Context: an optimization exercise on an open-source flow, tuned for small area. The choices shown serve that exercise and are no tape-out recipe. Where RTL was checked, it was by simulation tests only, not by an equivalence proof against the original. Power is estimated from default activity; no workload was simulated.

## main
// pjon_tx
module pjon_tx (
    input  wire        clk,
    input  wire        rst_n,           
    input  wire        start,
    input  wire        cfg_shared,
    input  wire        cfg_sender_info,
    input  wire        cfg_ack_request,
    input  wire        cfg_crc32,
    input  wire        tx_explicit,
    input  wire [15:0] tx_header,
    input  wire [7:0]  tx_dest,
    input  wire [31:0] tx_bus,
    input  wire [7:0]  device_id,
    input  wire [31:0] bus_id,
    input  wire [15:0] pay_len,
    input  wire        pay_valid,
    input  wire [7:0]  pay_data,
    output wire        pay_ready,
    output wire        out_valid,
    output wire [7:0]  out_data,
    output wire        out_last,
    input  wire        out_ready,
    input  wire        err_clr,
    output reg         busy,
    output reg         done,
    output reg  [2:0]  result_code,
    output wire [31:0] result,
    output reg  [15:0] final_hdr,
    output wire [31:0] err_ctx,
    output reg         ev_error
);
    function [31:0] t32;
        input [7:0] x;
        integer k;
        reg [31:0] a;
        begin
            a = {24'd0, x};
            for (k = 0; k < 8; k = k + 1)
                a = (a >> 1) ^ (a[0] ? 32'hEDB88320 : 32'h00000000);
            t32 = a;
        end
    endfunction
    function [7:0] t8;
        input [7:0] x;
        integer k;
        reg [7:0] a;
        begin
            a = x;
            for (k = 0; k < 8; k = k + 1)
  ...
For scale: ~180 flip-flops, about 230 I/O pins, roughly 9400 um^2 of cells after synthesis.
clock: 12.0 ns
lec_check: 0
cap_margin: 20
core_margin: 2
core_utilization: 40
slew_margin: 20
standard.sh (not shown) runs the stock make flow with config.mk's settings and CLKGATE_MAP_FILE= SYNTH_SCRIPT=/design/flow/synth_recipe.tcl, a recipe that flattens the netlist after the stock synthesis.
==> flow/flow/run.sh <==
#!/bin/bash
# Standard layout; port buffers use the smallest buffer, and CTS adds no dummy loads.
set -euo pipefail
export BUFFER_PORTS_ARGS="-buffer_cell sky130_fd_sc_hd__buf_1"
export CTS_ARGS="-sink_clustering_enable -repair_clock_nets -dont_use_dummy_load -buf_list {sky130_fd_sc_hd__clkbuf_8}"
bash standard.sh > standard.log 2>&1
The inputs of the feature branch differ from those of main as listed below.
-- flow/design.v --
<<< main, line 60
                  + (h1[1] ? (h1[0] ? 4'd5 : 4'd1) : 4'd0);
    wire [4:0] o1 = {1'b0, ob} + {4'd0, h1[6]} + (h1[5] ? 5'd4 : 5'd1);
    wire [5:0]  a1     = {1'b0, pay_len[4:0]} + {1'b0, o1};
    wire        esc    = (|pay_len[15:8]) | (&pay_len[7:5] & a1[5]);
    wire [15:0] h2     = {h1[15:7], h1[6] | esc, h1[5] | esc, h1[4:0]};
    wire [4:0]  o2     = esc ? ({1'b0, ob} + 5'd5) : o1;
    wire [5:0]  a2     = {1'b0, pay_len[4:0]} + {1'b0, o2};
    wire [16:0] total2 = {{1'b0, pay_len[15:5]} + {11'd0, a2[5]}, a2[4:0]};
    wire too_long  = (|pay_len[15:11]) | (total2[10] & |total2[9:0]) | total2[11];
    wire too_short = (pay_len == 16'd0) & (o2 == 5'd4);
    localparam [2:0] G_H = 3'd1, G_T = 3'd2, G_S = 3'd3, G_C = 3'd0, G_M = 3'd4;
    localparam [4:0] S_HLO  = {G_H, 2'd0}, S_HHI = {G_H, 2'd1}, S_LHI = {G_H, 2'd2}, S_LLO = {G_H, 2'd3};
    localparam [4:0] S_TB0  = {G_T, 2'd0}, S_TB3 = {G_T, 2'd3};
    localparam [4:0] S_SB0  = {G_S, 2'd0}, S_SB3 = {G_S, 2'd3};
    localparam [4:0] S_C0   = {G_C, 2'd0}, S_C3  = {G_C, 2'd3};
    localparam [4:0] S_DEST = {G_M, 2'd0}, S_DEV = {G_M, 2'd1}, S_PAY = {G_M, 2'd2};
    reg  [4:0]  st;
    reg  [9:0]  pc;          
>>> the feature branch, line 60
                  + (h1[1] ? (h1[0] ? 4'd5 : 4'd1) : 4'd0);
    wire [4:0] o1 = {1'b0, ob} + {4'd0, h1[6]} + (h1[5] ? 5'd4 : 5'd1);
    wire [16:0] total1 = {1'b0, pay_len} + {12'd0, o1};
    wire        esc    = |total1[16:8];
    wire [15:0] h2     = esc ? (h1 | 16'h0060) : h1;
    wire [4:0]  o2     = esc ? ({1'b0, ob} + 5'd5) : o1;
    wire [16:0] total2 = {1'b0, pay_len} + {12'd0, o2};
    wire too_long  = total2 > 17'd1024;
    wire too_short = total2 < 17'd5;
    localparam [4:0] S_HLO  = 5'd0,  S_HHI = 5'd1,  S_LHI = 5'd2,  S_LLO = 5'd3;
    localparam [4:0] S_TB0  = 5'd4,  S_TB3 = 5'd7;
    localparam [4:0] S_SB0  = 5'd8,  S_SB3 = 5'd11;
    localparam [4:0] S_C0   = 5'd12, S_C3  = 5'd15;
    localparam [4:0] S_DEST = 5'd16, S_DEV = 5'd17, S_PAY = 5'd18;
    reg  [4:0]  st;
    reg  [9:0]  pc;          
<<< main, line 99
    endfunction
    wire [3:0] kd = 4'b0001 << st[1:0];
    wire [7:0] gd8 = 8'b00000001 << st[4:2];
    wire [4:0] gd = {gd8[G_M], gd8[G_C], gd8[G_S], gd8[G_T], gd8[G_H]};
    function [7:0] w4;
        input [31:0] v;
>>> the feature branch, line 97
    endfunction
    wire [3:0] kd = 4'b0001 << st[1:0];
    wire [4:0] gd = 5'b00001 << st[4:2];
    function [7:0] w4;
        input [31:0] v;
<<< main, line 109
        end
    endfunction
    wire [7:0] cin = ({8{gd[0]}} & w4({h[7:0], h[15:8], 5'd0, tot}, kd))
                   | ({8{gd[1]}} & w4(txb, kd))
                   | ({8{gd[2]}} & w4(bid, kd))
                   | ({8{gd[4]}} & w4({8'd0, dev, pay_data, 8'd0}, kd));
    wire [7:0] byte_out = cin | ({8{gd[3]}} & w4(crc, kd))
                        | ({8{gd[4] & kd[0]}} & crc[7:0]);
    wire in_pay  = busy && (st == S_PAY);
    wire is_last = (st == S_C3);
    wire is_crc  = (st[4:2] == G_C);
    assign out_valid = busy && (!in_pay || pay_valid);
    assign out_data  = byte_out;
>>> the feature branch, line 106
        end
    endfunction
    wire [7:0] byte_out = ({8{gd[0]}} & w4({h[7:0], h[15:8], 5'd0, tot}, kd))
                        | ({8{gd[1]}} & w4(txb, kd))
                        | ({8{gd[2]}} & w4(bid, kd))
                        | ({8{gd[3]}} & w4(crc, kd))
                        | ({8{gd[4]}} & w4({crc[7:0], dev, pay_data, 8'd0}, kd));
    wire in_pay  = busy && (st == S_PAY);
    wire is_last = (st == S_C3);
    wire is_crc  = (st[4:2] == 3'd3);
    assign out_valid = busy && (!in_pay || pay_valid);
    assign out_data  = byte_out;
<<< main, line 123
    assign pay_ready = in_pay && out_ready;
    wire fire = out_valid && out_ready;
    wire [7:0]  x    = crc[7:0] ^ cin;
    wire [31:0] tx32 = t32(x) ^ t32(8'hFF);
>>> the feature branch, line 119
    assign pay_ready = in_pay && out_ready;
    wire fire = out_valid && out_ready;
    wire [7:0]  cin  = (st == S_DEST) ? 8'd0 : byte_out;
    wire [7:0]  x    = crc[7:0] ^ cin;
    wire [31:0] tx32 = t32(x) ^ t32(8'hFF);
<<< main, line 133
    reg  [4:0]  st_nx;
    always @(*) begin
        st_nx = {st[4:2], st[1:0] + 2'd1};
        case (st)
            S_DEST: st_nx = S_HLO;
>>> the feature branch, line 130
    reg  [4:0]  st_nx;
    always @(*) begin
        st_nx = st + 5'd1;
        case (st)
            S_DEST: st_nx = S_HLO;
--- outcome ---
Relative to main, overall track demand over capacity in global routing has gone down in the feature branch.
Power share of the clock group in the feature branch vs main: up 0.4 points
Compared with main, the feature branch degrades first-pass GRT wire length.
The feature branch vs main: count of inverters not on the clock network in the layout down
[compare] base=main new=the feature branch: total power shrank by about 0.65%, total number of cells along the worst setup path now smaller.
Taking main as the reference point, the sum of routed wire length over all layers of the feature branch rises by 3.7%.
Final cell area: the feature branch above main
When the final numbers for main and the feature branch were put side by side, the power share of the combinational group turned out to be greater in main.
Comparing main and the feature branch, the higher switching part of the total power is on main.
Only the layout flow was run in the feature branch; the RTL was not checked for function there.

## what the ideal ports hide
The results above use ideal ports. As a check the final layouts listed here were re-extracted and re-timed, cells and wires unchanged.
Step 1 assumes that a clkbuf_16 drives the clock port and a buf_2 every other input.
Step 2 times the ports against the registers' clock, not the clock port: input delays grow and output delays shrink by t, the midpoint of the rising clock arrivals with the driver on.
Slacks: ideal ports / drivers / drivers and shift; pairs: ideal ports / drivers.
run	shift t [ns]	setup slack, ns	clock arrival spread, ns	worst data-port slew with drivers (ns)	cell pins on the clock port's net
main	0.491	2.528 / 2.545 / 2.054	0.040 / 0.040	0.07	1
the feature branch	0.485	2.626 / 2.643 / 2.158	0.040 / 0.040	0.08	1
After both steps every run listed still meets setup and hold. The setup slack of main, which loses most, moves by +0.017 ns with the drivers and by -0.474 ns with both steps.
